This is an optimization exercise on Yosys and OpenROAD, whose aim is small area, a short achievable clock period and few clock cycles per item, not a production implementation. Where RTL was checked, it was by simulation tests only, not by an equivalence proof against the original. Only the layout flow was run in runs 1 and 3; the RTL was not checked for function there. Power and IR drop assume default switching activity.

File: flow/config.mk
export PLATFORM = sky130hd
export DESIGN_NAME = lzss_dec
export DESIGN_NICKNAME = lzss_dec
export VERILOG_FILES = /design/flow/design.v
export SDC_FILE = /design/flow/constraint.sdc
export NUM_CORES = 4
export LEC_CHECK = 0
export ABC_CLOCK_PERIOD_IN_PS = 3000
export CAP_MARGIN = 20
export CORE_MARGIN = 2
export CORE_UTILIZATION = 40
export CTS_CLUSTER_DIAMETER = 100
export CTS_CLUSTER_SIZE = 30
export SETUP_SLACK_MARGIN = 3.8
export SLEW_MARGIN = 20
File: flow/constraint.sdc
create_clock -name core_clock -period 7.0 [get_ports {clk}]
set_input_delay 1.4000 -clock core_clock [delete_from_list [all_inputs] [get_ports {clk}]]
set_output_delay 1.4000 -clock core_clock [all_outputs]
set_load 0.01 [all_outputs]
File: flow/design.v
module lzss_dec (
    input  wire       clk,
    input  wire       rst,
    input  wire       in_valid,
    input  wire [7:0] in_data,
    input  wire       in_last,
    output wire       in_ready,
    output wire       out_valid,
    output wire [7:0] out_data,
    input  wire       out_ready,
    output wire       done
);
    reg  [31:0]   bb;         
    reg  [5:0]    bcnt;       
    reg           last_seen;  
    reg           in_rdy;
    reg           done_r;
    reg           a_v;        
    reg           a_lit;
    reg           a_last;     
    reg  [7:0]    a_byte;     
    reg  [3:0]    a_cnt;      
    reg  [8:0]    a_idx;      
    reg  [31:0]   a_hsel;     
    reg  [15:0]   a_lsel;     
    reg  [4095:0] win;        
    reg           ov, sv;
    reg  [7:0]    od, sd;
    reg  [127:0] blk;
    reg  [7:0]   rd;
    integer h, l;
    always @(*) begin
        blk = 128'd0;
        for (h = 0; h < 32; h = h + 1)
            blk = blk | (win[h*128 +: 128] & {128{a_hsel[h]}});
        rd = 8'd0;
        for (l = 0; l < 16; l = l + 1)
            rd = rd | (blk[l*8 +: 8] & {8{a_lsel[l]}});
    end
    wire emit   = a_v && !sv;
    wire a_done = emit && a_last;
    wire a_free = !a_v || a_done;
    wire [7:0] ebyte = a_lit ? a_byte : rd;
    wire       top    = bb[31];
    wire       tok_ok = (bcnt >= 6'd9) && (top || bcnt >= 6'd14);
    wire       a_load = tok_ok && a_free;
    wire       ld_lit = a_load && top;
    wire       ld_ref = a_load && !top;
    wire [8:0] t_idx  = bb[30:22];
    wire [3:0] t_cnt  = bb[21:18];
    wire [8:0] idx_n  = a_load ? t_idx : a_idx;
    wire   take_in = in_valid && in_rdy;
    wire [31:0] ins    = {in_data, 24'd0} >> bcnt;
    wire [31:0] imask  = {8'hFF, 24'd0} >> bcnt;
    wire [31:0] bb_i   = take_in ? ((bb & ~imask) | ins) : bb;
    wire [31:0] bb_n   = ld_lit ? {bb_i[22:0], 9'd0}
                       : ld_ref ? {bb_i[17:0], 14'd0} : bb_i;
    wire [5:0]  bc_p8  = bcnt + 6'd8;
    wire [5:0]  bc_m1  = bcnt - 6'd1;
    wire [5:0]  bc_m6  = bcnt - 6'd6;
    wire [5:0]  bc_m9  = bcnt - 6'd9;
    wire [5:0]  bc_m14 = bcnt - 6'd14;
    wire [5:0]  bcnt_n = take_in ? (ld_lit ? bc_m1 : ld_ref ? bc_m6 : bc_p8)
                                 : (ld_lit ? bc_m9 : ld_ref ? bc_m14 : bcnt);
    wire        room_n = a_load || (take_in ? (bcnt <= 6'd16) : (bcnt <= 6'd24));
    wire fin = last_seen && !tok_ok && !a_v && !sv && (!ov || out_ready);
    wire last_n = !fin && (last_seen || (take_in && in_last));
    assign in_ready  = in_rdy;
    assign done      = done_r;
    assign out_valid = ov;
    assign out_data  = od;
    always @(posedge clk) begin
        if (rst) begin
            bcnt      <= 6'd0;
            last_seen <= 1'b0;
            in_rdy    <= 1'b1;
            done_r    <= 1'b0;
            a_v       <= 1'b0;
            ov        <= 1'b0;
            sv        <= 1'b0;
        end else begin
            bb        <= bb_n;
            bcnt      <= fin ? 6'd0 : bcnt_n;
            last_seen <= last_n;
            in_rdy    <= !last_n && (fin || room_n);
            done_r    <= fin;
            if (a_load) begin
                a_v    <= 1'b1;
                a_lit  <= top;
                a_last <= top || (t_cnt == 4'd0);
                a_byte <= bb[30:23];
                a_cnt  <= t_cnt;
            end else if (emit) begin
                a_cnt  <= a_cnt - 4'd1;
                a_last <= (a_cnt == 4'd1);
                if (a_done)
                    a_v <= 1'b0;
            end
            if (ov && !out_ready) begin
                if (emit)
                    sv <= 1'b1;
            end else if (sv) begin
                ov <= 1'b1;
                sv <= 1'b0;
            end else begin
                ov <= emit;
            end
        end
    end
    always @(posedge clk) begin
        a_idx  <= idx_n;
        a_hsel <= 32'd1 << idx_n[8:4];
        a_lsel <= 16'd1 << idx_n[3:0];
        if (emit)
            win <= {win[4087:0], ebyte};
        if (ov && !out_ready) begin
            if (emit)
                sd <= ebyte;
        end else if (sv) begin
            od <= sd;
        end else if (emit) begin
            od <= ebyte;
        end
    end
endmodule
File: flow/flow/run.sh
#!/bin/bash
set -euo pipefail
export BUFFER_PORTS_ARGS="-buffer_cell sky130_fd_sc_hd__buf_2"
bash standard.sh > standard_make.log 2>&1
File: flow/standard.sh
#!/bin/bash
# synth_recipe.tcl (not shown) runs the flow's synth.tcl, then flattens the netlist and writes it again
# the make line also repeats each setting of config.mk as NAME=value (left out here)
make -C /OpenROAD-flow-scripts/flow DESIGN_CONFIG=/design/flow/config.mk WORK_HOME=/design/flow/orfs CLKGATE_MAP_FILE= SYNTH_SCRIPT=/design/flow/synth_recipe.tcl "${@:-finish}"
==> impl_metrics.env, run 1 <==
export IMPL_final_util_pct=44.33
export IMPL_cts_sinks=4227
export IMPL_slowest_stage="dfxtp_2"
export IMPL_vias_per_cell=6.922
export IMPL_drc=0
export IMPL_total_power_mw=83.55
export IMPL_filler_cell_count=31835
export IMPL_path_max_fanout=151
export IMPL_yosysWarningCount=1
export IMPL_cts_buffers=166
export IMPL_htree_levels=4
export IMPL_grt_max_degree=219
export IMPL_ys_top_cells_by_area="edfxtp_1 (83%), a22oi_1 (9.1%), nand4_1 (2.0%), dfxtp_1 (0.91%), a22o_1 (0.70%)"
export IMPL_synth_cell_types=56
export IMPL_syn_area_per_cell_sq_um=19.14
export IMPL_yosysMostFrequentCell="edfxtp_1"
export IMPL_port_buffers=23
export IMPL_cts_tree="yes"
export IMPL_root_buffer="clkbuf_16"
export IMPL_cpLargestDelayFamily="buffers and inverters"
export IMPL_ys_ff_latch=4227
export IMPL_syn_num_nets=7940
export IMPL_path_common_cell="buf_16"
export IMPL_gr_total_overflow=0
export IMPL_ir_drop_uv=384.4
export IMPL_fin_tns_setup_ps=0
export IMPL_period_minus_slack_ps=3300
export IMPL_holdCritPathClass="flop to flop"
export IMPL_wire_per_inst_um=39.97
export IMPL_seq_area_sq_um=126400
export IMPL_crit_buf_inv=5
export IMPL_vias=90006
export IMPL_areaGrowthSynthToFinish_pct=10.18
export IMPL_slew_violations=0
export IMPL_insertion_delay_ps=940
export IMPL_setup_violations=0
export IMPL_drtAntennaViolNets=0
export IMPL_antenna_found_initial=23
export IMPL_worst_pin_slew_ps=1200
export IMPL_cp_cell_sequence="nand2b_2, clkinvlp_4, buf_12, buf_4, buf_16, buf_16"
export IMPL_leakagePower_nw=50.88
export IMPL_nets=7972
export IMPL_max_slew_margin_rel_pct=19.97
export IMPL_ys_seq_area_share_pct=83.43
export IMPL_fp_dieH_um=619.1
export IMPL_fmax_mhz=303.1
export IMPL_synth_top_area_cell="edfxtp_1"
export IMPL_cts_buffer_depth=4
export IMPL_start_util_pct=40.23
export IMPL_cp_arrival_ps=3820
export IMPL_rows=225
export IMPL_place_hpwl_um=292700
export IMPL_rsz0062_at_grt="true"
export IMPL_core_sq_um=376100
export IMPL_status="timing/DRC/antenna clean"
export IMPL_design_die_area_sq_um=383200
export IMPL_track_usage_pct=25.85
export IMPL_synth_common_cells="edfxtp_1 (4158), a22oi_1 (1841), nand4_1 (483), clkbuf_1 (210), buf_1 (174)"
export IMPL_fin_skew_ps=67.92
export IMPL_drt_pass1_iter_count=9
export IMPL_multi_input_area_sq_um=24230
export IMPL_grt_pass1_vias=83337
export IMPL_async_flop_share_pct=0
export IMPL_crit_type="flop to flop"
export IMPL_critPathCaptureType="flop"
export IMPL_die_w_um=619.1
export IMPL_maxCapViolCount=0
export IMPL_post_route_period_util_pct=47.14
export IMPL_cp_required_ps=7520
export IMPL_cpPeakStageDelay_ps=830
export IMPL_synth_ff_type="edfxtp_1"
export IMPL_place_congestion=0.9129
export IMPL_synth_area_sq_um=151300
export IMPL_clkSlewWorstSetupHoldPaths_ps=110
export IMPL_synth_edf_count=4158
export IMPL_wl_um=519700
export IMPL_hold_buffers=0
export IMPL_finalHoldViolations=0
export IMPL_crit_path_start_kind="flop"
export IMPL_grt_pass1_wl_um=691700
export IMPL_pin_count=24
export IMPL_layout_drive_gt1_share_pct=9.548
export IMPL_powerDensity_nw_per_um2=501.1
export IMPL_synth_cells=7904
export IMPL_drt_iter0_drc=18742
export IMPL_synth_top_cell_area_share_pct=82.52
[timing repair]
item | in CTS | in global routing
endpoints found under the setup margin | 3375 | 982
cloned | 18 | 11
resized for setup | 231 | 139
buffers inserted | 79 | 53
pin swaps | 14 | 39
[state kept, by name, summed over array words and instances, names as in the netlist, 6 cells and up]
register and count:
a_lsel 16, bcnt 6, sd 8, a_byte 8
od 8, a_hsel 32, win 4096, a_idx 9
bb 32
[through the flow]
| stage | cells | hold WS, ps | setup slack (ps) | area (sq um) |
|---|---|---|---|---|
| after global placement | 12599 | 429.2 | 2876 | 157500 |
| after detailed placement | 12599 | 433.4 | 2868 | 157500 |
| after global routing | 12990 | 429.2 | 3706 | 166700 |
| final | 13002 | 423.6 | 3700 | 166700 |
| after floorplan | 7904 | 420.6 | -55880 | 151300 |
| after CTS | 12919 | 422.7 | 3650 | 165100 |
[worst register-to-register path, stage by stage (launching register included)]
cell        delay [ps]
dfxtp_2            830
nand2b_2           450
clkinvlp_4         290
buf_12             240
buf_4              200
buf_16             250
buf_16             420
[path summary, 6_finish.rpt]
kind,startpoint,end,slack (ps),depth (start not counted)
worst min register to register,win[12]$_DFFE_PP_,win[20]$_DFFE_PP_,420,0
worst min-delay path,win[12]$_DFFE_PP_,win[20]$_DFFE_PP_,420,0
worst max-delay path,sv$_SDFFE_PP0P_,win[251]$_DFFE_PP_,3700,6
worst max register to register,sv$_SDFFE_PP0P_,win[251]$_DFFE_PP_,3700,6
[layer usage]
metal  share of wire, %  wire [um]  vias to the layer above  track usage (%)
met3                 16      81120                     1336            7.804
met2                 43     225200                     8843            38.07
met5              0.031        161                        -           0.3535
li1                   -          -                    33595                -
met4                5.0      26190                       14            10.87
met1                 36     187000                    46218            35.63
[cell usage in the layout, fill, tap and decap left out, drive strengths merged, types with 75 or more instances in the layout]
cell / netlist / final
a221oi: 119 / 119
a22o: 121 / 121
a22oi: 1841 / 1841
buf: 281 / 329
clkbuf: 210 / 220
edfxtp: 4158 / 4158
nand2: 75 / 75
nand4: 483 / 483
nor2: 84 / 84
o41ai: 97 / 97
[where the power goes]
part           total, mW  internal (mW)  switching (mW)
Sequential          48.7           41.1            7.58
Combinational       22.7           6.28            16.4
Clock               12.1           4.59            7.53
[cell families after synthesis]
logic type	count (synthesis)	synth area share [%]
compound gates	2331	11.78
xor+xnor	7	0.04052
fa+ha+maj	23	0.1902
buf+inv	525	1.436
flops	4227	83.43
mux	41	0.3109
simple gates	750	2.814
[layout make-up]
cell class	instances	area share, %
sequential	4227	75.82
clock inverter	16	0.1433
inverter	34	0.07955
clock buffer	207	2.635
timing repair buffer	354	3.015
tap	4994	3.748
antenna	17	0.02552
multi-input combinational	3152	14.53
timing repair inverter	1	0.003002
==> run 2: changes to the inputs <==
--- a/flow/design.v
+++ b/flow/design.v
@@ -25,7 +25,7 @@
     reg  [15:0]   a_lsel;     
     reg  [4095:0] win;        
     reg           ov, sv;
-    reg  [7:0]    od, sd;
+    reg  [7:0]    od;
     reg  [127:0] blk;
     reg  [7:0]   rd;
     integer h, l;
@@ -48,13 +48,15 @@
     wire       ld_ref = a_load && !top;
     wire [8:0] t_idx  = bb[30:22];
     wire [3:0] t_cnt  = bb[21:18];
-    wire [8:0] idx_n  = a_load ? t_idx : a_idx;
     wire   take_in = in_valid && in_rdy;
     wire [31:0] ins    = {in_data, 24'd0} >> bcnt;
     wire [31:0] imask  = {8'hFF, 24'd0} >> bcnt;
-    wire [31:0] bb_i   = take_in ? ((bb & ~imask) | ins) : bb;
-    wire [31:0] bb_n   = ld_lit ? {bb_i[22:0], 9'd0}
-                       : ld_ref ? {bb_i[17:0], 14'd0} : bb_i;
+    wire [31:0] bb_w   = (bb & ~imask) | ins;
+    wire [31:0] bb_nw  = ld_lit ? {bb_w[22:0], 9'd0}
+                       : ld_ref ? {bb_w[17:0], 14'd0} : bb_w;
+    wire [31:0] bb_nn  = ld_lit ? {bb[22:0], 9'd0}
+                       : ld_ref ? {bb[17:0], 14'd0} : bb;
+    wire [31:0] bb_n   = take_in ? bb_nw : bb_nn;
     wire [5:0]  bc_p8  = bcnt + 6'd8;
     wire [5:0]  bc_m1  = bcnt - 6'd1;
     wire [5:0]  bc_m6  = bcnt - 6'd6;
@@ -108,18 +110,14 @@
         end
     end
     always @(posedge clk) begin
-        a_idx  <= idx_n;
-        a_hsel <= 32'd1 << idx_n[8:4];
-        a_lsel <= 16'd1 << idx_n[3:0];
+        a_idx  <= a_load ? t_idx : a_idx;
+        a_hsel <= a_load ? 32'd1 << t_idx[8:4] : 32'd1 << a_idx[8:4];
+        a_lsel <= a_load ? 16'd1 << t_idx[3:0] : 16'd1 << a_idx[3:0];
         if (emit)
             win <= {win[4087:0], ebyte};
-        if (ov && !out_ready) begin
-            if (emit)
-                sd <= ebyte;
-        end else if (sv) begin
-            od <= sd;
-        end else if (emit) begin
-            od <= ebyte;
-        end
+        if (ov && !out_ready)
+            od <= sv ? win[15:8] : win[7:0];
+        else
+            od <= sv ? win[7:0] : ebyte;
     end
 endmodule
--- a/flow/config.mk
+++ b/flow/config.mk
@@ -10,6 +10,6 @@
 export CORE_MARGIN = 2
 export CORE_UTILIZATION = 40
 export CTS_CLUSTER_DIAMETER = 100
-export CTS_CLUSTER_SIZE = 30
-export SETUP_SLACK_MARGIN = 3.8
+export CTS_CLUSTER_SIZE = 24
+export SETUP_SLACK_MARGIN = 4.0
 export SLEW_MARGIN = 20
==> impl_metrics.env, run 2 <==
export IMPL_insertion_delay_ps=970
export IMPL_holdPathStages=0
export IMPL_post_place_ws_ps=2474
export IMPL_synth_top_cell_area_share_pct=81.82
export IMPL_synth_cells=7949
export IMPL_post_route_period_util_pct=43.80
export IMPL_grt_max_degree=201
export IMPL_grt_pass1_vias=85060
export IMPL_ir_drop_uv=319.8
export IMPL_vias=91933
export IMPL_setup_violations=0
export IMPL_start_util_pct=40.20
export IMPL_synth_common_cells="edfxtp_1 (4151), a22oi_1 (1195), a22o_1 (438), a221oi_1 (420), nand4_1 (288)"
export IMPL_wire_per_inst_um=41.29
export IMPL_finalHoldViolations=0
export IMPL_ys_ff_latch=4219
export IMPL_place_congestion=0.8969
export IMPL_final_cell_mix="edfxtp_1 (4151), a22oi_1 (1185), a22o_1 (438)"
export IMPL_synth_area_sq_um=152300
export IMPL_root_buffer="clkbuf_16"
export IMPL_crit_type="flop to flop"
export IMPL_pin_count=24
export IMPL_hold_buffers=0
export IMPL_nets=8087
export IMPL_cp_arrival_ps=3780
export IMPL_wl_um=544100
export IMPL_syn_area_per_cell_sq_um=19.16
export IMPL_final_common_cell="edfxtp_1"
export IMPL_ys_seq_area_share_pct=82.72
export IMPL_design_die_area_sq_um=385800
export IMPL_setup_slack_ps=3934
export IMPL_period_minus_slack_ps=3066
export IMPL_drt_pass1_iter_count=9
export IMPL_drc=0
export IMPL_path_max_fanout=53
export IMPL_areaGrowthSynthToFinish_pct=11.17
export IMPL_cpLargestDelayFamily="compound AO/OA/AOI/OAI gates"
export IMPL_fp_dieH_um=621.1
export IMPL_reg_top3="win: 4096 flops, a_hsel: 32 flops, bb: 32 flops"
export IMPL_slowest_stage="dfxtp_4"
export IMPL_leakagePower_nw=52.89
export IMPL_fin_skew_ps=89.88
export IMPL_gr_total_overflow=0
export IMPL_cp_required_ps=7720
export IMPL_grt_pass1_wl_um=711900
export IMPL_cts_buffer_depth=4
export IMPL_powerDensity_nw_per_um2=481.9
export IMPL_critPathCaptureType="flop"
export IMPL_worstRegToRegCells=9
export IMPL_synth_ff_type="edfxtp_1"
export IMPL_core_sq_um=378900
export IMPL_cts_sinks=4219
export IMPL_rows=226
export IMPL_rsz0062_at_grt="true"
export IMPL_largest_register="win"
export IMPL_die_w_um=621.1
export IMPL_fin_tns_setup_ps=0
export IMPL_synth_edf_count=4151
export IMPL_cp_cell_sequence="buf_12, a22o_1, a221oi_4, nand3_1, o41ai_4, nand4_1, or3_1, o22ai_1, inv_1"
export IMPL_synth_cell_types=67
export IMPL_crit_path_start_kind="flop"
export IMPL_filler_cell_count=31796
export IMPL_status="timing/DRC/antenna clean"
export IMPL_vias_per_cell=6.976
export IMPL_crit_buf_inv=2
export IMPL_antenna_found_initial=34
export IMPL_largest_reg_flops=4096
export IMPL_total_power_mw=81.61
export IMPL_clkSlewWorstSetupHoldPaths_ps=100
export IMPL_cts_buffers=201
export IMPL_fmax_mhz=326.2
export IMPL_syn_num_nets=7985
export IMPL_yosysWarningCount=1
export IMPL_htree_levels=4
export IMPL_crit_cells=9
export IMPL_place_hpwl_um=283300
export IMPL_cts_tree="yes"
export IMPL_worst_pin_slew_ps=1270
export IMPL_drt_iter0_drc=19026
export IMPL_holdCritPathClass="flop to flop"
export IMPL_cpPeakStageDelay_ps=450
export IMPL_track_usage_pct=26.34
export IMPL_slew_violations=0
export IMPL_port_buffers=23
export IMPL_synth_top_area_cell="edfxtp_1"
export IMPL_ys_top_cells_by_area="edfxtp_1 (82%), a22oi_1 (5.9%), a22o_1 (2.5%), a221oi_1 (2.4%), nand4_1 (1.2%)"
export IMPL_yosysMostFrequentCell="edfxtp_1"
export IMPL_async_flop_share_pct=0
export IMPL_maxCapViolCount=0
export IMPL_drtAntennaViolNets=0
export IMPL_max_slew_margin_rel_pct=15.31
export IMPL_layout_drive_gt1_share_pct=10.97
## run 2: cell count changes after synthesis, moves of 16 or more
cell	previous run	this run
a221oi_1	112	420
a221oi_2	7	27
a22o_1	121	438
a22oi_1	1841	1195
a31oi_1	3	21
buf_1	174	119
buf_2	96	197
buf_6	11	30
clkbuf_1	210	151
nand3_1	39	205
nand4_1	483	288
o21ai_0	38	62
or4_1	16	0
## run 2: metrics by stage
step / utilization (%) / instance area, sq um / hold slack (ps) / cells
2_1_floorplan: - / 152400 / 424.4 / 7949
3_3_place_gp: 41.75 / 158200 / 428.3 / 12639
3_5_place_dp: 41.76 / 158200 / 433.6 / 12641
4_1_cts: 44.16 / 167300 / 419.8 / 13066
5_1_grt: 44.69 / 169300 / 428.7 / 13168
6_report: 44.69 / 169400 / 420.7 / 13178
## run 2: path summary, 6_finish.rpt
kind	to	slack (ps)	start
setup reg to reg	win[0]$_DFFE_PP_	3930	a_hsel[1]$_SDFF_PP0_
setup / recovery	win[0]$_DFFE_PP_	3930	a_hsel[1]$_SDFF_PP0_
hold reg to reg	win[2242]$_DFFE_PP_	420	win[2234]$_DFFE_PP_
hold / removal	win[2242]$_DFFE_PP_	420	win[2234]$_DFFE_PP_
## run 2: layer usage
| layer | track usage, % | vias to the layer above | part of all wire [%] |
|---|---|---|---|
| met2 | 39.14 | 8897 | 44 |
| met5 | 0 | - | 0.027 |
| li1 | - | 34088 | - |
| met4 | 12.90 | 22 | 5.7 |
| met3 | 8.420 | 1487 | 15 |
| met1 | 34.95 | 47439 | 35 |
## run 2: area by class of cell
class,instances,area (sq um),area share (%)
sequential,4219,126200,74.51
multi-input combinational,3200,25310,14.94
tap,5016,6276,3.706
timing repair buffer,400,5757,3.399
clock buffer,284,5458,3.223
clock inverter,14,183.9,0.1086
inverter,29,142.6,0.08423
antenna,16,40.04,0.02364
## run 2: where the power goes
group / total [mW] / leakage, nW / switching [mW] / internal [mW]
sequential: 47.9 / 39.7 / 7.54 / 40.4
clock: 13.3 / 2.72 / 7.84 / 5.49
combinational: 20.3 / 10.5 / 14.6 / 5.76
total: 81.6 / 52.9 / 30.0 / 51.6
## run 2: cell families after synthesis
family,count (synthesis),synth area share (%)
compound gates,2375,12.46
mux,44,0.3219
fa+ha+maj,23,0.1889
xor+xnor,8,0.04600
buf+inv,533,1.640
flops,4219,82.72
simple gates,747,2.623
## run 2: repair_timing
action                                   CTS  global route
setup buffers                             99            74
gates resized for setup                  259           136
gates cloned                              28            21
endpoints found under the setup margin  1578            89
pin swaps                                 13            50
Testbench counts of run 2, summed over its fixed seeds: cycles 78,221, items 77,597.
==> run 3: changes to the inputs <==
--- a/flow/design.v
+++ b/flow/design.v
@@ -25,6 +25,7 @@
     reg  [15:0]   a_lsel;     
     reg  [4095:0] win;        
     reg           ov, sv;
+    reg           go;         
     reg  [7:0]    od;
     reg  [127:0] blk;
     reg  [7:0]   rd;
@@ -37,7 +38,7 @@
         for (l = 0; l < 16; l = l + 1)
             rd = rd | (blk[l*8 +: 8] & {8{a_lsel[l]}});
     end
-    wire emit   = a_v && !sv;
+    wire emit   = go;
     wire a_done = emit && a_last;
     wire a_free = !a_v || a_done;
     wire [7:0] ebyte = a_lit ? a_byte : rd;
@@ -65,6 +66,10 @@
     wire [5:0]  bcnt_n = take_in ? (ld_lit ? bc_m1 : ld_ref ? bc_m6 : bc_p8)
                                  : (ld_lit ? bc_m9 : ld_ref ? bc_m14 : bcnt);
     wire        room_n = a_load || (take_in ? (bcnt <= 6'd16) : (bcnt <= 6'd24));
+    wire stall  = ov && !out_ready;
+    wire a_v_n  = a_load || (a_v && !a_done);
+    wire sv_n   = stall && (sv || emit);
+    wire ov_n   = stall || sv || emit;
     wire fin = last_seen && !tok_ok && !a_v && !sv && (!ov || out_ready);
     wire last_n = !fin && (last_seen || (take_in && in_last));
     assign in_ready  = in_rdy;
@@ -80,14 +85,18 @@
             a_v       <= 1'b0;
             ov        <= 1'b0;
             sv        <= 1'b0;
+            go        <= 1'b0;
         end else begin
             bb        <= bb_n;
             bcnt      <= fin ? 6'd0 : bcnt_n;
             last_seen <= last_n;
             in_rdy    <= !last_n && (fin || room_n);
             done_r    <= fin;
+            a_v <= a_v_n;
+            sv  <= sv_n;
+            ov  <= ov_n;
+            go  <= a_v_n && !sv_n;
             if (a_load) begin
-                a_v    <= 1'b1;
                 a_lit  <= top;
                 a_last <= top || (t_cnt == 4'd0);
                 a_byte <= bb[30:23];
@@ -95,17 +104,6 @@
             end else if (emit) begin
                 a_cnt  <= a_cnt - 4'd1;
                 a_last <= (a_cnt == 4'd1);
-                if (a_done)
-                    a_v <= 1'b0;
-            end
-            if (ov && !out_ready) begin
-                if (emit)
-                    sv <= 1'b1;
-            end else if (sv) begin
-                ov <= 1'b1;
-                sv <= 1'b0;
-            end else begin
-                ov <= emit;
             end
         end
     end
@@ -115,7 +113,7 @@
         a_lsel <= a_load ? 16'd1 << t_idx[3:0] : 16'd1 << a_idx[3:0];
         if (emit)
             win <= {win[4087:0], ebyte};
-        if (ov && !out_ready)
+        if (stall)
             od <= sv ? win[15:8] : win[7:0];
         else
             od <= sv ? win[7:0] : ebyte;
==> impl_metrics.env, run 3 <==
export IMPL_top_layer_used="met5"
export IMPL_ys_ff_latch=4220
export IMPL_drtAntennaViolNets=0
export IMPL_worst_pin_slew_ps=1286
export IMPL_antenna_found_initial=29
export IMPL_finalHoldViolations=0
export IMPL_fin_skew_ps=103.3
export IMPL_yosysWarningCount=1
export IMPL_reg_top3="win: 4096 flops, a_hsel: 32 flops, bb: 32 flops"
export IMPL_wl_met1_um=192300
export IMPL_synth_edf_count=4151
export IMPL_grt_pass1_vias=85350
export IMPL_final_cell_mix="edfxtp_1 (4151), a22oi_1 (1110), a22o_1 (471)"
export IMPL_rsz0062_at_grt="true"
export IMPL_insertion_delay_ps=990
export IMPL_port_buffers=23
export IMPL_fin_hold_ws_ps=412.3
export IMPL_grt_pass1_wl_um=730600
export IMPL_root_buffer="clkbuf_16"
export IMPL_synth_cells=7918
export IMPL_pin_count=24
export IMPL_largest_register="win"
export IMPL_ys_top_cells_by_area="edfxtp_1 (82%), a22oi_1 (5.5%), a22o_1 (2.7%), a221oi_1 (2.6%), nand4_1 (1.2%)"
export IMPL_track_usage_pct=27.56
export IMPL_grt_max_degree=204
export IMPL_core_sq_um=378900
export IMPL_ys_seq_area_share_pct=82.81
export IMPL_synth_common_cells="edfxtp_1 (4151), a22oi_1 (1123), a22o_1 (472), a221oi_1 (453), nand4_1 (288)"
export IMPL_wire_per_inst_um=42.23
export IMPL_place_hpwl_um=285200
export IMPL_synth_ff_type="edfxtp_1"
export IMPL_vias_per_cell=7.022
export IMPL_powerDensity_nw_per_um2=494.2
export IMPL_cts_buffer_depth=4
export IMPL_cts_tree="yes"
export IMPL_async_flop_share_pct=0
export IMPL_drc=0
export IMPL_setup_violations=0
export IMPL_fin_tns_setup_ps=0
export IMPL_synth_area_sq_um=152200
export IMPL_areaGrowthSynthToFinish_pct=12.43
export IMPL_final_common_cell="edfxtp_1"
export IMPL_post_route_period_util_pct=44.91
export IMPL_syn_num_nets=7954
export IMPL_wl_um=557700
export IMPL_drt_iter0_drc=19127
export IMPL_largest_reg_flops=4096
export IMPL_cts_buffers=201
export IMPL_nets=8115
export IMPL_met3WireLength_um=87020
export IMPL_critPathCaptureType="flop"
export IMPL_cts_sinks=4220
export IMPL_rows=226
export IMPL_gr_total_overflow=0
export IMPL_ir_drop_uv=371.5
export IMPL_slew_violations=0
export IMPL_hold_buffers=0
export IMPL_max_slew_margin_rel_pct=14.27
export IMPL_design_die_area_sq_um=385400
export IMPL_yosysMostFrequentCell="edfxtp_1"
export IMPL_period_minus_slack_ps=3144
export IMPL_fp_dieH_um=620.8
export IMPL_crit_type="flop to flop"
export IMPL_synth_top_cell_area_share_pct=81.90
export IMPL_syn_area_per_cell_sq_um=19.22
export IMPL_synth_top_area_cell="edfxtp_1"
export IMPL_htree_levels=4
export IMPL_clkSlewWorstSetupHoldPaths_ps=100
export IMPL_crit_path_start_kind="flop"
export IMPL_path_max_fanout=23
export IMPL_status="timing/DRC/antenna clean"
export IMPL_cp_arrival_ps=3960
export IMPL_leakagePower_nw=53.78
export IMPL_r2r_setup_slack_ps=3860
export IMPL_synth_cell_types=60
export IMPL_maxCapViolCount=0
export IMPL_met2_length_um=239800
export IMPL_drt_pass1_iter_count=8
export IMPL_die_w_um=620.8
export IMPL_start_util_pct=40.16
export IMPL_cp_required_ps=7820
export IMPL_place_congestion=0.8968
export IMPL_layout_drive_gt1_share_pct=11.99
export IMPL_holdCritPathClass="flop to flop"
export IMPL_fmax_mhz=318.1
export IMPL_vias=92739
==> run 3: cell types whose count changed after synthesis, moves of 10 or more <==
cell      previous run  this run
a221oi_1           420       453
a22o_1             438       472
a22oi_1           1195      1123
buf_2              197       183
clkbuf_1           151       162
mux2_2              16         1
nand2_1             80        90
nand3_1            205       185
nor3_1              27        17
o21a_1               2        12
o21ai_0             62        76
o21ai_1             10         0
o22a_1               0        15
==> run 3: worst max-delay path, cell delays in order, from the launching register on <==
cell      delay (ps)
dfxtp_4          430
buf_4            190
buf_12           170
buf_12           210
a22o_1           230
a221oi_2         290
nand3_1          140
o41ai_2          300
nand4_1          150
or3_4            420
o22a_1           210
o21a_1           200
==> run 3: path summary, 6_finish.rpt <==
path                                       startpoint             endpoint  cells after the start
worst min register to register    win[3904]$_DFFE_PP_  win[3912]$_DFFE_PP_                      0
worst min-delay path              win[3904]$_DFFE_PP_  win[3912]$_DFFE_PP_                      0
worst max register to register  a_hsel[25]$_SDFF_PN0_        od[6]$_DFF_P_                     11
worst max-delay path            a_hsel[25]$_SDFF_PN0_        od[6]$_DFF_P_                     11
==> run 3: metal layers <==
| metal | GRT usage, % | vias to the layer above |
|---|---|---|
| met5 | 0 | - |
| met4 | 16.04 | 34 |
| met3 | 9.289 | 1757 |
| met2 | 40.16 | 9418 |
| met1 | 35.94 | 47382 |
| li1 | - | 34148 |
==> run 3: final cells by class <==
| type | count | area [sq um] |
|---|---|---|
| inverter | 21 | 83.83 |
| clock buffer | 263 | 5284 |
| fill | 31554 | 207800 |
| sequential | 4220 | 126200 |
| antenna | 31 | 77.57 |
| clock inverter | 21 | 312.8 |
| multi-input combinational | 3177 | 25560 |
| timing repair buffer | 458 | 7302 |
| tap | 5016 | 6276 |
==> run 3: power by group <==
group          leakage, nW  total [mW]  switching [mW]  internal, mW
combinational         11.3        22.2            15.7          6.48
clock                 2.70        13.3            7.87          5.41
sequential            39.8        49.1            7.86          41.2
total                 53.8        84.6            31.4          53.1
==> run 3: kinds of logic (layout without fill, tap and decap cells) <==
group / Yosys count / count (layout) / synth area share [%]
buf+inv: 522 / 763 / 1.588
compound gates: 2376 / 2377 / 12.52
simple gates: 735 / 735 / 2.573
other cells: 0 / 31 / 0
xor+xnor: 7 / 7 / 0.04029
flops: 4220 / 4220 / 82.81
mux: 35 / 35 / 0.2746
fa+ha+maj: 23 / 23 / 0.1891
==> run 3: what timing repair did <==
action	in CTS	in global routing
cloned	55	16
resized for setup	425	129
pin swaps	71	74
setup buffers	166	45
endpoints found under the setup margin	2588	861
==> run 3: per-stage QoR <==
step | utilization [%] | setup slack [ps] | cell area [sq um] | std cells | power (mW)
global placement | 41.70 | 2945 | 158000 | 12609 | 65.38
floorplan | - | -23150 | 152200 | 7918 | 44.47
detailed placement | 41.70 | 2923 | 158000 | 12609 | 65.42
global route | 45.14 | 3857 | 171100 | 13185 | 86.16
finish | 45.16 | 3856 | 171100 | 13207 | 84.56
CTS | 44.74 | 3962 | 169500 | 13114 | 82.32
==> run 4: changes to the inputs <==
--- a/flow/design.v
+++ b/flow/design.v
@@ -12,6 +12,7 @@
 );
     reg  [31:0]   bb;         
     reg  [5:0]    bcnt;       
+    reg           tok_ok;     
     reg           last_seen;  
     reg           in_rdy;
     reg           done_r;
@@ -43,7 +44,6 @@
     wire a_free = !a_v || a_done;
     wire [7:0] ebyte = a_lit ? a_byte : rd;
     wire       top    = bb[31];
-    wire       tok_ok = (bcnt >= 6'd9) && (top || bcnt >= 6'd14);
     wire       a_load = tok_ok && a_free;
     wire       ld_lit = a_load && top;
     wire       ld_ref = a_load && !top;
@@ -79,6 +79,7 @@
     always @(posedge clk) begin
         if (rst) begin
             bcnt      <= 6'd0;
+            tok_ok    <= 1'b0;
             last_seen <= 1'b0;
             in_rdy    <= 1'b1;
             done_r    <= 1'b0;
@@ -89,6 +90,7 @@
         end else begin
             bb        <= bb_n;
             bcnt      <= fin ? 6'd0 : bcnt_n;
+            tok_ok    <= !fin && (bcnt_n >= 6'd9) && (bb_n[31] || bcnt_n >= 6'd14);
             last_seen <= last_n;
             in_rdy    <= !last_n && (fin || room_n);
             done_r    <= fin;
==> impl_metrics.env, run 4 <==
export IMPL_status="timing/DRC/antenna clean"
export IMPL_ys_seq_area_share_pct=82.77
export IMPL_areaGrowthSynthToFinish_pct=13.91
export IMPL_wire_per_inst_um=43.47
export IMPL_gr_total_overflow=0
export IMPL_largest_reg_flops=4096
export IMPL_drtAntennaViolNets=0
export IMPL_synth_compound_area_share_pct=12.38
export IMPL_track_usage_pct=28.71
export IMPL_synth_top_cell_area_share_pct=81.85
export IMPL_setup_violations=0
export IMPL_synth_edf_count=4151
export IMPL_cpPeakStageDelay_ps=550
export IMPL_start_util_pct=40.19
export IMPL_ir_drop_uv=320.4
export IMPL_ys_ff_latch=4221
export IMPL_period_minus_slack_ps=3282
export IMPL_vias_per_cell=7.108
export IMPL_placed_area_sq_um=158300
export IMPL_synth_adder_area_share_pct=0.1807
export IMPL_fp_dieH_um=621.0
export IMPL_slowest_stage="o41ai_4"
export IMPL_post_route_period_util_pct=46.89
export IMPL_die_w_um=621.0
export IMPL_path_max_fanout=6
export IMPL_synth_common_cells="edfxtp_1 (4151), a22oi_1 (1400), a22o_1 (334), a221oi_1 (311), nand4_1 (288)"
export IMPL_place_congestion=0.9330
export IMPL_synth_top_area_cell="edfxtp_1"
export IMPL_grt_max_degree=208
export IMPL_grt_pass1_vias=87015
export IMPL_wl_um=582700
export IMPL_core_sq_um=378900
export IMPL_drc=0
export IMPL_syn_num_nets=8037
export IMPL_powerDensity_nw_per_um2=412.8
export IMPL_clkSlewWorstSetupHoldPaths_ps=100
export IMPL_leakagePower_nw=54.59
export IMPL_root_buffer="clkbuf_16"
export IMPL_rows=226
export IMPL_fin_tns_setup_ps=0
export IMPL_yosysMostFrequentCell="edfxtp_1"
export IMPL_finalHoldViolations=0
export IMPL_largest_register="win"
export IMPL_synth_area_mux_share_pct=0.2333
export IMPL_synthXorXnorAreaFrac_pct=0.04026
export IMPL_htree_levels=4
export IMPL_drt_pass1_iter_count=6
export IMPL_cp_arrival_ps=4120
export IMPL_rsz0062_at_grt="true"
export IMPL_synth_top_family_by_area="compound AO/OA/AOI/OAI gates"
export IMPL_fin_hold_ws_ps=420.7
export IMPL_crit_type="flop to flop"
export IMPL_cp_required_ps=7840
export IMPL_slew_violations=0
export IMPL_max_slew_margin_rel_pct=13.44
export IMPL_layout_drive_gt1_share_pct=13.83
export IMPL_crit_path_start_kind="flop"
export IMPL_pin_count=24
export IMPL_grt_pass1_wl_um=763400
export IMPL_drt_iter0_drc=20627
export IMPL_holdCritPathClass="flop to flop"
export IMPL_ys_top_cells_by_area="edfxtp_1 (82%), a22oi_1 (6.9%), a22o_1 (1.9%), a221oi_1 (1.8%), nand4_1 (1.2%)"
export IMPL_synth_ff_type="edfxtp_1"
export IMPL_path_common_cell="buf_16"
export IMPL_maxCapViolCount=0
export IMPL_cts_buffers=200
export IMPL_synth_simple_area_share_pct=2.764
export IMPL_insertion_delay_ps=970
export IMPL_antenna_found_initial=54
export IMPL_cts_buffer_depth=4
export IMPL_hold_buffers=0
export IMPL_fmax_mhz=304.7
export IMPL_synth_cell_types=58
export IMPL_cts_sinks=4221
export IMPL_worst_pin_slew_ps=1298
export IMPL_post_place_ws_ps=3047
export IMPL_setup_slack_ps=3718
export IMPL_nets=8281
export IMPL_vias=95286
export IMPL_final_util_pct=45.78
export IMPL_synth_cells=8002
export IMPL_synth_area_sq_um=152300
export IMPL_reg_top3="win: 4096 flops, a_hsel: 32 flops, bb: 32 flops"
export IMPL_final_common_cell="edfxtp_1"
export IMPL_critPathCaptureType="flop"
export IMPL_design_die_area_sq_um=385700
export IMPL_syn_area_per_cell_sq_um=19.03
export IMPL_yosysWarningCount=1
export IMPL_fin_skew_ps=58.33
export IMPL_async_flop_share_pct=0
export IMPL_final_area_sq_um=173500
export IMPL_cts_tree="yes"
export IMPL_final_cell_mix="edfxtp_1 (4151), a22oi_1 (1354), a22o_1 (332)"
export IMPL_place_hpwl_um=293500
export IMPL_cp_cell_sequence="buf_16, buf_16, a22o_1, a221oi_2, nand3_1, o41ai_4, nand4_1, or3_4, o22a_1, a221o_1"
export IMPL_port_buffers=23
[run 4: path summary, 6_finish.rpt]
check | startpoint | to | slack, ps | depth (start not counted)
max | a_hsel[4]$_SDFF_PP0_ | od[7]$_DFF_P_ | 3720 | 10
min | win[1569]$_DFFE_PP_ | win[1577]$_DFFE_PP_ | 420 | 0
max reg2reg | a_hsel[4]$_SDFF_PP0_ | od[7]$_DFF_P_ | 3720 | 10
min reg2reg | win[1569]$_DFFE_PP_ | win[1577]$_DFFE_PP_ | 420 | 0
[run 4: area by class of cell]
class | instances | area [sq um]
diodes | 32 | 80.08
fillers | 31359 | 205400
well taps | 5016 | 6276
inverters | 27 | 116.4
clock inverters | 11 | 140.1
clock buffers | 303 | 5477
multi-input cells | 3246 | 26390
flip-flops and latches | 4221 | 126200
repair buffers | 550 | 8777
[run 4: metrics by stage]
| step | instances | total power, mW |
|---|---|---|
| final | 13406 | 71.61 |
| after detailed placement | 12684 | 53.84 |
| after floorplan | 8002 | 42.01 |
| after CTS | 13298 | 69.93 |
| after global placement | 12684 | 53.85 |
| after global routing | 13382 | 72.78 |
[run 4: cell families (layout without fill, tap and decap cells)]
group,after synthesis,after routing
and+or+nand+nor,799,800
adders and majority gates,22,22
DFF,4221,4221
buffers and inverters,536,891
other,0,32
muxes,30,30
AOI/OAI and AO/OA,2387,2387
xor gates and xnor gates,7,7
[run 4: routing by layer]
metal / GRT usage (%) / share of wire, % / wire, um / vias to the layer above
li1: - / - / - / 34589
met1: 37.40 / 34 / 196500 / 48214
met5: 0.01248 / 0.049 / 288 / -
met3: 10.67 / 17 / 97800 / 2068
met4: 18.17 / 7.9 / 46240 / 40
met2: 40.42 / 42 / 241900 / 10375
[run 4: timing repair]
item,in CTS,in global routing
setup endpoints to repair,1353,636
pin swaps,144,94
resized for setup,503,129
setup buffers,224,63
gates cloned,76,9
[run 4: report_power, final]
| part | internal [mW] | switching [mW] |
|---|---|---|
| registers | 37.0 | 5.78 |
| clock network | 5.46 | 7.84 |
| logic | 4.57 | 11.0 |
| total | 47.0 | 24.6 |
[run 4: critical path, delay by kind of cell (launching register included)]
family / cells / cell delay, ps
compound gates: 5 / 1540
buf+inv: 2 / 350
simple gates: 3 / 830
flops: 1 / 390
Testbench counts of run 4, summed over its fixed seeds: cycles 78,221, items 77,597.
==> run 5: changes to the inputs <==
--- a/flow/design.v
+++ b/flow/design.v
@@ -21,34 +21,36 @@
     reg           a_last;     
     reg  [7:0]    a_byte;     
     reg  [3:0]    a_cnt;      
-    reg  [8:0]    a_idx;      
+    reg  [8:0]    a_pos;      
+    reg           a_fix;      
+    reg           a_d1;       
     reg  [31:0]   a_hsel;     
-    reg  [15:0]   a_lsel;     
+    reg           b_v;
+    reg           b_lit;
+    reg  [7:0]    b_byte;
+    reg           b_d1;
+    reg  [3:0]    b_lo;
+    reg  [127:0]  b_blk;      
     reg  [4095:0] win;        
     reg           ov, sv;
     reg           go;         
     reg  [7:0]    od;
-    reg  [127:0] blk;
-    reg  [7:0]   rd;
-    integer h, l;
-    always @(*) begin
-        blk = 128'd0;
-        for (h = 0; h < 32; h = h + 1)
-            blk = blk | (win[h*128 +: 128] & {128{a_hsel[h]}});
-        rd = 8'd0;
-        for (l = 0; l < 16; l = l + 1)
-            rd = rd | (blk[l*8 +: 8] & {8{a_lsel[l]}});
-    end
     wire emit   = go;
-    wire a_done = emit && a_last;
+    wire b_free = !(b_v && sv);
+    wire issue  = a_v && b_free;
+    wire a_done = issue && a_last;
     wire a_free = !a_v || a_done;
-    wire [7:0] ebyte = a_lit ? a_byte : rd;
+    wire b_v_n  = (b_v && sv) || issue;
+    wire [7:0] blk_byte = b_blk[{b_lo, 3'b000} +: 8];
+    wire [7:0] ebyte    = b_lit ? b_byte : (b_d1 ? win[7:0] : blk_byte);
     wire       top    = bb[31];
     wire       a_load = tok_ok && a_free;
     wire       ld_lit = a_load && top;
     wire       ld_ref = a_load && !top;
     wire [8:0] t_idx  = bb[30:22];
+    wire [8:0] t_idx1 = t_idx - 9'd1;
     wire [3:0] t_cnt  = bb[21:18];
+    wire [8:0] a_pos1 = a_pos - 9'd1;
     wire   take_in = in_valid && in_rdy;
     wire [31:0] ins    = {in_data, 24'd0} >> bcnt;
     wire [31:0] imask  = {8'hFF, 24'd0} >> bcnt;
@@ -67,15 +69,21 @@
                                  : (ld_lit ? bc_m9 : ld_ref ? bc_m14 : bcnt);
     wire        room_n = a_load || (take_in ? (bcnt <= 6'd16) : (bcnt <= 6'd24));
     wire stall  = ov && !out_ready;
-    wire a_v_n  = a_load || (a_v && !a_done);
     wire sv_n   = stall && (sv || emit);
     wire ov_n   = stall || sv || emit;
-    wire fin = last_seen && !tok_ok && !a_v && !sv && (!ov || out_ready);
+    wire fin = last_seen && !tok_ok && !a_v && !b_v && !sv && (!ov || out_ready);
     wire last_n = !fin && (last_seen || (take_in && in_last));
     assign in_ready  = in_rdy;
     assign done      = done_r;
     assign out_valid = ov;
     assign out_data  = od;
+    reg  [127:0] blk_rd;
+    integer h;
+    always @(*) begin
+        blk_rd = 128'd0;
+        for (h = 0; h < 32; h = h + 1)
+            blk_rd = blk_rd | (win[h*128 +: 128] & {128{a_hsel[h]}});
+    end
     always @(posedge clk) begin
         if (rst) begin
             bcnt      <= 6'd0;
@@ -84,6 +92,7 @@
             in_rdy    <= 1'b1;
             done_r    <= 1'b0;
             a_v       <= 1'b0;
+            b_v       <= 1'b0;
             ov        <= 1'b0;
             sv        <= 1'b0;
             go        <= 1'b0;
@@ -94,25 +103,42 @@
             last_seen <= last_n;
             in_rdy    <= !last_n && (fin || room_n);
             done_r    <= fin;
-            a_v <= a_v_n;
-            sv  <= sv_n;
-            ov  <= ov_n;
-            go  <= a_v_n && !sv_n;
             if (a_load) begin
+                a_v    <= 1'b1;
                 a_lit  <= top;
                 a_last <= top || (t_cnt == 4'd0);
                 a_byte <= bb[30:23];
                 a_cnt  <= t_cnt;
-            end else if (emit) begin
+                a_d1   <= (t_idx == 9'd0);
+                a_pos  <= b_v_n ? t_idx1 : t_idx;
+                a_fix  <= !b_v_n;
+            end else if (issue) begin
                 a_cnt  <= a_cnt - 4'd1;
                 a_last <= (a_cnt == 4'd1);
+                if (a_fix)
+                    a_pos <= a_pos1;
+                a_fix  <= 1'b0;
+                if (a_done)
+                    a_v <= 1'b0;
             end
+            b_v <= b_v_n;
+            sv  <= sv_n;
+            ov  <= ov_n;
+            go  <= b_v_n && !sv_n;
         end
     end
     always @(posedge clk) begin
-        a_idx  <= a_load ? t_idx : a_idx;
-        a_hsel <= a_load ? 32'd1 << t_idx[8:4] : 32'd1 << a_idx[8:4];
-        a_lsel <= a_load ? 16'd1 << t_idx[3:0] : 16'd1 << a_idx[3:0];
+        if (a_load)
+            a_hsel <= b_v_n ? 32'd1 << t_idx1[8:4] : 32'd1 << t_idx[8:4];
+        else
+            a_hsel <= (issue && a_fix) ? 32'd1 << a_pos1[8:4] : 32'd1 << a_pos[8:4];
+        if (issue) begin
+            b_lit  <= a_lit;
+            b_byte <= a_byte;
+            b_d1   <= a_d1;
+            b_lo   <= a_pos[3:0];
+            b_blk  <= blk_rd;
+        end
         if (emit)
             win <= {win[4087:0], ebyte};
         if (stall)
==> impl_metrics.env, run 5 <==
export IMPL_status="timing/DRC/antenna clean"
export IMPL_cp_cell_sequence="buf_12, buf_4, a22o_1, a221oi_1, nand3_1, or4_1"
export IMPL_pwr_share_clk_pct=22.0
export IMPL_holdPathStages=0
export IMPL_placed_area_sq_um=163600
export IMPL_worst_pin_slew_ps=1166
export IMPL_power_switching_mw=18.25
export IMPL_synth_common_cells="edfxtp_1 (4295), a22oi_1 (1549), clkbuf_1 (413), nand3_1 (273), nand4_1 (262)"
export IMPL_areaGrowthSynthToFinish_pct=7.759
export IMPL_crit_type="flop to flop"
export IMPL_place_hpwl_um=277600
export IMPL_hold_buffers=0
export IMPL_startpoint="a_hsel[1]$_SDFF_PP0_"
export IMPL_cts_buffers=205
export IMPL_async_flop_share_pct=0
export IMPL_syn_num_nets=8258
export IMPL_layout_drive_gt1_share_pct=6.452
export IMPL_synth_edf_count=4295
export IMPL_fin_tns_setup_ps=0
export IMPL_gr_total_overflow=0
export IMPL_setup_slack_ps=3998
export IMPL_nets=8132
export IMPL_final_cell_mix="edfxtp_1 (4295), a22oi_1 (1549), nand3_1 (273)"
export IMPL_ys_ff_latch=4350
export IMPL_synth_top_area_cell="edfxtp_1"
export IMPL_max_slew_margin_rel_pct=21.94
export IMPL_wl_um=471900
export IMPL_critPathCaptureType="flop"
export IMPL_post_route_period_util_pct=42.89
export IMPL_cp_arrival_ps=3670
export IMPL_path_max_fanout=86
export IMPL_holdCritPathClass="flop to flop"
export IMPL_track_usage_pct=22.81
export IMPL_p_sw_share_pct=30.13
export IMPL_reg2reg_from="a_hsel[1]$_SDFF_PP0_"
export IMPL_fp_dieH_um=630.7
export IMPL_drtAntennaViolNets=0
export IMPL_fmax_mhz=333.1
export IMPL_final_area_sq_um=169300
export IMPL_ir_drop_uv=307.9
export IMPL_leakagePower_nw=51.03
export IMPL_insertion_delay_ps=970
export IMPL_core_sq_um=391700
export IMPL_hp_start="win[928]$_DFFE_PP_"
export IMPL_ys_top_cells_by_area="edfxtp_1 (82%), a22oi_1 (7.4%), a22o_1 (1.5%), a221oi_1 (1.4%), nand4_1 (1.0%)"
export IMPL_htree_levels=4
export IMPL_p_int_mw=42.31
export IMPL_drt_iter0_drc=14751
export IMPL_post_place_ws_ps=3436
export IMPL_worstRegToRegCells=6
export IMPL_fin_skew_ps=81.74
export IMPL_clkSlewWorstSetupHoldPaths_ps=100
export IMPL_vias=89028
export IMPL_cts_tree="yes"
export IMPL_cpPeakStageDelay_ps=590
export IMPL_slowest_stage="or4_1"
export IMPL_setup_violations=0
export IMPL_ys_seq_area_share_pct=82.80
export IMPL_synth_top_cell_area_share_pct=82.10
export IMPL_yosysWarningCount=1
export IMPL_vias_per_cell=6.657
export IMPL_place_congestion=0.8985
export IMPL_cts_buffer_depth=4
export IMPL_drc=0
export IMPL_slew_violations=0
export IMPL_final_util_pct=43.22
export IMPL_grt_pass1_wl_um=653000
export IMPL_largest_register="win"
export IMPL_synth_ff_type="edfxtp_1"
export IMPL_antenna_found_initial=12
export IMPL_wire_per_inst_um=35.29
export IMPL_powerDensity_nw_per_um2=357.8
export IMPL_synth_cells=8221
export IMPL_grt_pass1_vias=85640
export IMPL_port_buffers=23
export IMPL_cts_sinks=4350
export IMPL_period_minus_slack_ps=3002
export IMPL_die_w_um=630.7
export IMPL_final_common_cell="edfxtp_1"
export IMPL_fin_hold_ws_ps=393.3
export IMPL_drt_pass1_iter_count=6
export IMPL_seqPwrFrac_pct=60.3
export IMPL_synth_area_sq_um=157100
export IMPL_maxCapViolCount=0
export IMPL_pin_count=24
export IMPL_start_util_pct=40.11
export IMPL_design_die_area_sq_um=397800
export IMPL_rsz0062_at_grt="true"
export IMPL_cp_required_ps=7670
export IMPL_finalHoldViolations=0
export IMPL_syn_area_per_cell_sq_um=19.11
export IMPL_yosysMostFrequentCell="edfxtp_1"
export IMPL_crit_path_start_kind="flop"
export IMPL_grt_max_degree=203
export IMPL_root_buffer="clkbuf_16"
export IMPL_p_comb_share_pct=17.8
export IMPL_rows=230
export IMPL_largest_reg_flops=4096
export IMPL_synth_cell_types=76
export IMPL_reg_top3="win: 4096 flops, b_blk: 128 flops"
## run 5: cell families after synthesis
kind of cell	count (synthesis)	share of synthesized area (%)
xor gates and xnor gates	28	0.1561
DFF	4350	82.80
buffers and inverters	541	1.332
muxes	95	1.043
adders and majority gates	24	0.1912
and+or+nand+nor	891	3.208
AOI/OAI and AO/OA	2292	11.27
## run 5: through the flow
| stage | power, mW | std cells |
|---|---|---|
| 6_report | 60.56 | 13374 |
| 5_1_grt | 62.33 | 13373 |
| 4_1_cts | 60.39 | 13366 |
| 3_5_place_dp | 47.33 | 13101 |
| 3_3_place_gp | 47.33 | 13100 |
| 2_1_floorplan | 43.85 | 8221 |
## run 5: final cells by class
class / instances / area, sq um
diodes: 2 / 5.005
clock buffers: 247 / 5309
clock inverters: 17 / 269.0
fillers: 33300 / 222400
inverters: 25 / 102.6
multi-input cells: 3330 / 24990
flip-flops and latches: 4350 / 130200
well taps: 5220 / 6531
repair buffers: 183 / 1868
## run 5: timing repair
| item | 4_1_cts | 5_1_grt |
|---|---|---|
| endpoints found under the hold margin | 0 | 0 |
| setup buffers | 1 | 6 |
| pin swaps | 0 | 1 |
| gates resized for setup | 15 | 11 |
| endpoints found under the setup margin | 78 | 65 |
## run 5: metal layers
layer	track usage (%)	wire, um	up-vias
met5	0	59	-
met2	36.02	217300	7245
met1	30.47	176100	46083
li1	-	-	34510
met3	6.028	59020	1180
met4	8.257	19410	10
## run 5: final timing paths
check	endpoint	slack [ps]
min	win[936]$_DFFE_PP_	390
max reg2reg	b_blk[84]$_DFFE_PP_	4000
min reg2reg	win[936]$_DFFE_PP_	390
max	b_blk[84]$_DFFE_PP_	4000
## run 5: power by group through the flow
stage	clock network (mW)	registers (mW)	logic, mW
2_1_floorplan	0	38.2	5.64
3_3_place_gp	0	36.9	10.4
3_5_place_dp	0	36.8	10.5
4_1_cts	13.5	36.3	10.6
5_1_grt	14.3	36.6	11.4
6_report	13.3	36.5	10.8
## run 5: worst max-delay path, delay by kind of cell (launching register included)
kind                   cells  cell delay [ps]
buffers and inverters      2              780
and+or+nand+nor            2              720
AOI/OAI and AO/OA          2              530
DFF                        1              470
Testbench counts of run 5, summed over its fixed seeds: cycles 78,269, items 77,597.
==> run 6: changes to the inputs <==
--- a/flow/config.mk
+++ b/flow/config.mk
@@ -8,8 +8,9 @@
 export ABC_CLOCK_PERIOD_IN_PS = 3000
 export CAP_MARGIN = 20
 export CORE_MARGIN = 2
-export CORE_UTILIZATION = 40
+export CORE_UTILIZATION = 45
 export CTS_CLUSTER_DIAMETER = 100
 export CTS_CLUSTER_SIZE = 24
+export PLACE_DENSITY = 0.7
 export SETUP_SLACK_MARGIN = 4.0
 export SLEW_MARGIN = 20
==> impl_metrics.env, run 6 <==
export IMPL_synth_top_cell_area_share_pct=82.10
export IMPL_track_usage_pct=24.70
export IMPL_powerDensity_nw_per_um2=359.7
export IMPL_core_sq_um=346700
export IMPL_synth_cells=8221
export IMPL_path_max_fanout=44
export IMPL_maxCapViolCount=0
export IMPL_synth_adder_area_share_pct=0.1911
export IMPL_ir_drop_uv=308.3
export IMPL_synthXorXnorAreaFrac_pct=0.1561
export IMPL_finalHoldViolations=0
export IMPL_grt_max_degree=221
export IMPL_cp_required_ps=7780
export IMPL_layout_drive_gt1_share_pct=6.375
export IMPL_rows=216
export IMPL_cp_cell_sequence="buf_4, buf_4, a22oi_1, nand4_1, or4_1"
export IMPL_max_slew_margin_rel_pct=23.03
export IMPL_instances_no_fill=12770
export IMPL_synth_simple_area_share_pct=3.208
export IMPL_grt_pass1_wl_um=633500
export IMPL_drtAntennaViolNets=0
export IMPL_largest_reg_flops=4096
export IMPL_crit_buf_inv=2
export IMPL_power_switching_mw=18.20
export IMPL_fin_skew_ps=68.52
export IMPL_cpPeakStageDelay_ps=950
export IMPL_crit_path_start_kind="flop"
export IMPL_synth_ff_type="edfxtp_1"
export IMPL_cts_buffers=211
export IMPL_design_die_area_sq_um=353800
export IMPL_p_int_mw=42.51
export IMPL_setup_violations=0
export IMPL_htree_levels=4
export IMPL_syn_num_nets=8258
export IMPL_wire_per_inst_um=35.68
export IMPL_synth_cell_types=76
export IMPL_nets=8130
export IMPL_root_buffer="clkbuf_16"
export IMPL_wl_um=455600
export IMPL_insertion_delay_ps=930
export IMPL_post_route_period_util_pct=43.17
export IMPL_rsz0062_at_grt="true"
export IMPL_status="timing/DRC/antenna clean"
export IMPL_path_common_cell="buf_4"
export IMPL_cts_tree="yes"
export IMPL_slowest_stage="buf_4"
export IMPL_vias_per_cell=7.076
export IMPL_cpLargestDelayFamily="buffers and inverters"
export IMPL_drt_pass1_iter_count=7
export IMPL_place_hpwl_um=263800
export IMPL_gr_total_overflow=0
export IMPL_synth_common_cells="edfxtp_1 (4295), a22oi_1 (1549), clkbuf_1 (413), nand3_1 (273), nand4_1 (262)"
export IMPL_holdCritPathClass="flop to flop"
export IMPL_synth_compound_area_share_pct=11.27
export IMPL_antenna_found_initial=19
export IMPL_seqPwrFrac_pct=60.0
export IMPL_worst_pin_slew_ps=1155
export IMPL_slew_violations=0
export IMPL_synth_area_mux_share_pct=1.043
export IMPL_largest_register="win"
export IMPL_yosysMostFrequentCell="edfxtp_1"
export IMPL_vias=90364
export IMPL_yosysWarningCount=1
export IMPL_drc=0
export IMPL_fin_tns_setup_ps=0
export IMPL_critPathCaptureType="flop"
export IMPL_cts_sinks=4350
export IMPL_period_minus_slack_ps=3022
export IMPL_synth_top_family_by_area="compound AO/OA/AOI/OAI gates"
export IMPL_start_util_pct=45.31
export IMPL_final_common_cell="edfxtp_1"
export IMPL_synth_edf_count=4295
export IMPL_async_flop_share_pct=0
export IMPL_areaGrowthSynthToFinish_pct=7.429
export IMPL_ys_seq_area_share_pct=82.80
export IMPL_port_buffers=23
export IMPL_dp_cells=12447
export IMPL_final_cell_mix="edfxtp_1 (4295), a22oi_1 (1547), nand3_1 (273)"
export IMPL_ys_top_cells_by_area="edfxtp_1 (82%), a22oi_1 (7.4%), a22o_1 (1.5%), a221oi_1 (1.4%), nand4_1 (1.0%)"
export IMPL_fmax_mhz=331.0
export IMPL_cp_arrival_ps=3800
export IMPL_cts_buffer_depth=4
export IMPL_syn_area_per_cell_sq_um=19.11
export IMPL_pin_count=24
export IMPL_drt_iter0_drc=18554
export IMPL_fp_dieH_um=594.9
export IMPL_reg_top3="win: 4096 flops, b_blk: 128 flops"
export IMPL_clkSlewWorstSetupHoldPaths_ps=90
export IMPL_leakagePower_nw=51.09
export IMPL_ys_ff_latch=4350
export IMPL_grt_pass1_vias=86173
export IMPL_synth_top_area_cell="edfxtp_1"
export IMPL_pwr_share_clk_pct=22.2
export IMPL_crit_type="flop to flop"
export IMPL_p_sw_share_pct=29.97
export IMPL_synth_area_sq_um=157100
export IMPL_place_congestion=0.9266
export IMPL_die_w_um=594.9
export IMPL_p_comb_share_pct=17.8
[run 6: cell counts after synthesis]
No cell type changed its count.
[run 6: what timing repair did]
item / 4_1_cts / 5_1_grt
gates cloned: 0 / 0
gates resized for setup: 12 / 12
endpoints found under the setup margin: 27 / 80
buffers inserted: 6 / 4
hold buffers: 0 / 0
endpoints found under the hold margin: 0 / 0
[run 6: power by group through the flow]
stage | clock network, mW | registers [mW] | logic [mW]
after floorplan | 0 | 38.2 | 5.64
after global placement | 0 | 36.7 | 10.2
after detailed placement | 0 | 36.7 | 10.4
after CTS | 13.5 | 36.2 | 10.5
after global routing | 14.3 | 36.5 | 11.4
final | 13.5 | 36.4 | 10.8
[run 6: worst paths after layout]
| path | from | to | slack, ps | cells after the start |
|---|---|---|---|---|
| worst max-delay path | a_hsel[3]$_SDFF_PP0_ | b_blk[40]$_DFFE_PP_ | 3980 | 5 |
| worst min-delay path | win[842]$_DFFE_PP_ | win[850]$_DFFE_PP_ | 400 | 0 |
| worst max register to register | a_hsel[3]$_SDFF_PP0_ | b_blk[40]$_DFFE_PP_ | 3980 | 5 |
| worst min register to register | win[842]$_DFFE_PP_ | win[850]$_DFFE_PP_ | 400 | 0 |
[run 6: cell families after synthesis]
| logic type | after synthesis |
|---|---|
| AO/OA/AOI/OAI | 2292 |
| XOR/XNOR | 28 |
| adder cells (fa/ha/maj) | 24 |
| buffers and inverters | 541 |
| flip-flops | 4350 |
| multiplexers | 95 |
| AND/OR/NAND/NOR | 891 |
[run 6: per-layer routing]
| metal | part of all wire [%] | wire length (um) | global-route usage (%) |
|---|---|---|---|
| met1 | 35 | 158400 | 32.66 |
| met2 | 45 | 205400 | 38.21 |
| met3 | 15 | 70150 | 8.017 |
| met4 | 4.7 | 21450 | 9.297 |
| met5 | 0.056 | 253 | 0 |
[run 6: layout make-up]
class	instances	area [sq um]
clock buffer	281	5585
clock inverter	12	191.4
fill	27487	178000
tap	4578	5728
timing repair buffer	175	1919
antenna	19	47.55
inverter	25	100.1
multi-input combinational	3330	24980
sequential	4350	130200
[run 6: worst register-to-register path, cell delays in order (launching register included)]
cell and delay, ps:
dfxtp_4 850, buf_4 980, buf_4 540, a22oi_1 180
nand4_1 160, or4_1 160
[run 6: metrics by stage]
step / hold slack (ps) / utilization (%) / power, mW / setup WS (ps) / instance area (sq um)
detailed placement: 405.4 / 46.93 / 47.14 / 3265 / 162700
global placement: 410.4 / 46.92 / 46.95 / 3299 / 162700
finish: 399.4 / 48.67 / 60.71 / 3978 / 168800
global route: 414.1 / 48.66 / 62.22 / 3988 / 168700
floorplan: 400.3 / - / 43.85 / -22500 / 157100
CTS: 410.8 / 48.62 / 60.23 / 4003 / 168600
==> run 7: changes to the inputs <==
--- a/flow/config.mk
+++ b/flow/config.mk
@@ -11,6 +11,6 @@
 export CORE_UTILIZATION = 45
 export CTS_CLUSTER_DIAMETER = 100
 export CTS_CLUSTER_SIZE = 24
-export PLACE_DENSITY = 0.7
+export PLACE_DENSITY = 0.78
 export SETUP_SLACK_MARGIN = 4.0
 export SLEW_MARGIN = 20
==> impl_metrics.env, run 7 <==
export IMPL_r2r_setup_slack_ps=3930
export IMPL_reg2reg_from="a_hsel[7]$_SDFF_PP0_"
export IMPL_status="timing/DRC/antenna clean"
export IMPL_synth_area_sq_um=157100
export IMPL_die_w_um=594.9
export IMPL_worst_pin_slew_ps=1160
export IMPL_synth_top_area_cell="edfxtp_1"
export IMPL_place_hpwl_um=257100
export IMPL_core_sq_um=346700
export IMPL_largest_register="win"
export IMPL_synth_common_cells="edfxtp_1 (4295), a22oi_1 (1549), clkbuf_1 (413), nand3_1 (273), nand4_1 (262)"
export IMPL_async_flop_share_pct=0
export IMPL_place_congestion=0.9094
export IMPL_cts_buffer_depth=4
export IMPL_ys_top_cells_by_area="edfxtp_1 (82%), a22oi_1 (7.4%), a22o_1 (1.5%), a221oi_1 (1.4%), nand4_1 (1.0%)"
export IMPL_finalHoldViolations=0
export IMPL_hold_buffers=0
export IMPL_wl_um=444600
export IMPL_slew_violations=0
export IMPL_vias=90878
export IMPL_syn_area_per_cell_sq_um=19.11
export IMPL_leakagePower_nw=50.98
export IMPL_startpoint="a_hsel[7]$_SDFF_PP0_"
export IMPL_design_die_area_sq_um=353800
export IMPL_synth_cell_types=76
export IMPL_start_util_pct=45.31
export IMPL_cts_tree="yes"
export IMPL_critPathCaptureType="flop"
export IMPL_rows=216
export IMPL_worstRegToRegCells=5
export IMPL_cts_sinks=4350
export IMPL_nets=8120
export IMPL_clkSlewWorstSetupHoldPaths_ps=100
export IMPL_synth_ff_type="edfxtp_1"
export IMPL_period_minus_slack_ps=3066
export IMPL_path_max_fanout=46
export IMPL_setup_violations=0
export IMPL_track_usage_pct=24.08
export IMPL_yosysWarningCount=1
export IMPL_fp_dieH_um=594.9
export IMPL_vias_per_cell=7.133
export IMPL_ir_drop_uv=300.5
export IMPL_largest_reg_flops=4096
export IMPL_cp_arrival_ps=3860
export IMPL_crit_end="b_blk[5]$_DFFE_PP_"
export IMPL_htree_levels=4
export IMPL_antenna_found_initial=9
export IMPL_final_cell_mix="edfxtp_1 (4295), a22oi_1 (1547), nand3_1 (273)"
export IMPL_drt_iter0_drc=17641
export IMPL_cp_required_ps=7800
export IMPL_ys_ff_latch=4350
export IMPL_holdCritPathClass="flop to flop"
export IMPL_grt_max_degree=221
export IMPL_synth_edf_count=4295
export IMPL_layout_drive_gt1_share_pct=6.304
export IMPL_synth_cells=8221
export IMPL_max_slew_margin_rel_pct=22.70
export IMPL_areaGrowthSynthToFinish_pct=7.252
export IMPL_gr_total_overflow=0
export IMPL_wire_per_inst_um=34.89
export IMPL_drc=0
export IMPL_setup_slack_ps=3934
export IMPL_insertion_delay_ps=950
export IMPL_grt_pass1_vias=87593
export IMPL_powerDensity_nw_per_um2=356.9
export IMPL_drtAntennaViolNets=0
export IMPL_post_route_period_util_pct=43.80
export IMPL_final_common_cell="edfxtp_1"
export IMPL_reg_top3="win: 4096 flops, b_blk: 128 flops"
export IMPL_port_buffers=23
export IMPL_crit_path_start_kind="flop"
export IMPL_fin_skew_ps=62.58
export IMPL_grt_pass1_wl_um=621400
export IMPL_regToRegEndpoint="b_blk[5]$_DFFE_PP_"
export IMPL_ys_seq_area_share_pct=82.80
export IMPL_yosysMostFrequentCell="edfxtp_1"
export IMPL_maxCapViolCount=0
export IMPL_drt_pass1_iter_count=9
export IMPL_cts_buffers=206
export IMPL_root_buffer="clkbuf_16"
export IMPL_syn_num_nets=8258
export IMPL_post_place_ws_ps=3437
export IMPL_fin_tns_setup_ps=0
export IMPL_rsz0062_at_grt="false"
export IMPL_synth_top_cell_area_share_pct=82.10
export IMPL_crit_type="flop to flop"
export IMPL_pin_count=24
export IMPL_fmax_mhz=326.2
[run 7: cell counts after synthesis]
No cell type changed its count.
[run 7: kinds of logic (layout without fill, tap and decap cells)]
kind of cell | count (synthesis) | after routing | synth area share (%)
fa+ha+maj | 24 | 24 | 0.1912
buf+inv | 541 | 474 | 1.332
mux | 95 | 95 | 1.043
flops | 4350 | 4350 | 82.80
simple gates | 891 | 891 | 3.208
other cells | 0 | 8 | 0
compound gates | 2292 | 2292 | 11.27
xor+xnor | 28 | 28 | 0.1561
[run 7: area by class of cell]
class,count,area [sq um]
Fill cell,26849,178300
Sequential cell,4350,130200
Multi-Input combinational cell,3330,25000
Tap cell,4578,5728
Clock buffer,268,5430
Timing Repair Buffer,170,1819
Clock inverter,11,177.7
Inverter,25,102.6
Antenna cell,8,20.02
[run 7: critical path, cell delays in order, from the launching register on]
cell and delay (ps):
dfxtp_4 780, buf_4 910, buf_4 630, a221oi_1 230, nand3_1 150, or4_1 120
[run 7: worst min-delay path by stage]
stage                                   start             endpoint  slack (ps)  depth (start not counted)
after global routing      a_byte[3]$_DFFE_PP_  b_byte[3]$_DFFE_PP_         440                          0
after detailed placement      a_lit$_DFFE_PP_      b_lit$_DFFE_PP_         400                          0
after floorplan           a_byte[0]$_DFFE_PP_  b_byte[0]$_DFFE_PP_         400                          0
after global placement        a_lit$_DFFE_PP_      b_lit$_DFFE_PP_         400                          0
after CTS                 a_byte[3]$_DFFE_PP_  b_byte[3]$_DFFE_PP_         420                          0
final                     a_byte[3]$_DFFE_PP_  b_byte[3]$_DFFE_PP_         410                          0
[run 7: metrics by stage]
| step | util, % | cell area (sq um) | hold slack [ps] | power (mW) | instances |
|---|---|---|---|---|---|
| CTS | 48.54 | 168300 | 424.8 | 59.53 | 12728 |
| global route | 48.59 | 168500 | 435.5 | 61.56 | 12733 |
| finish | 48.59 | 168500 | 408.9 | 60.14 | 12740 |
| global placement | 46.90 | 162600 | 404.0 | 46.47 | 12445 |
| floorplan | - | 157100 | 400.3 | 43.85 | 8221 |
| detailed placement | 46.90 | 162600 | 404.5 | 46.76 | 12445 |
[run 7: what timing repair did]
item	in CTS	in global routing
endpoints found under the hold margin	0	0
cloned	0	0
setup endpoints to repair	35	112
buffers inserted	4	2
gates resized for setup	16	19
[run 7: routing by layer]
metal	GRT usage [%]	wire [um]
met4	11.68	26880
met5	0	84
met1	30.33	144000
met3	8.677	74810
met2	37.04	198800
[run 7: report_power, final]
group | total [mW] | internal, mW | switching, mW
combinational | 10.6 | 3.43 | 7.14
sequential | 36.4 | 33.4 | 2.97
clock | 13.2 | 5.49 | 7.70
total | 60.1 | 42.3 | 17.8

Setup slack of run 7, layout unchanged: 3.934 ns with ideal ports, 3.917 ns with driving cells assumed (clock clkbuf_16, inputs buf_2), 3.418 ns with port delays also shifted by the 1.014 ns mid clock arrival.
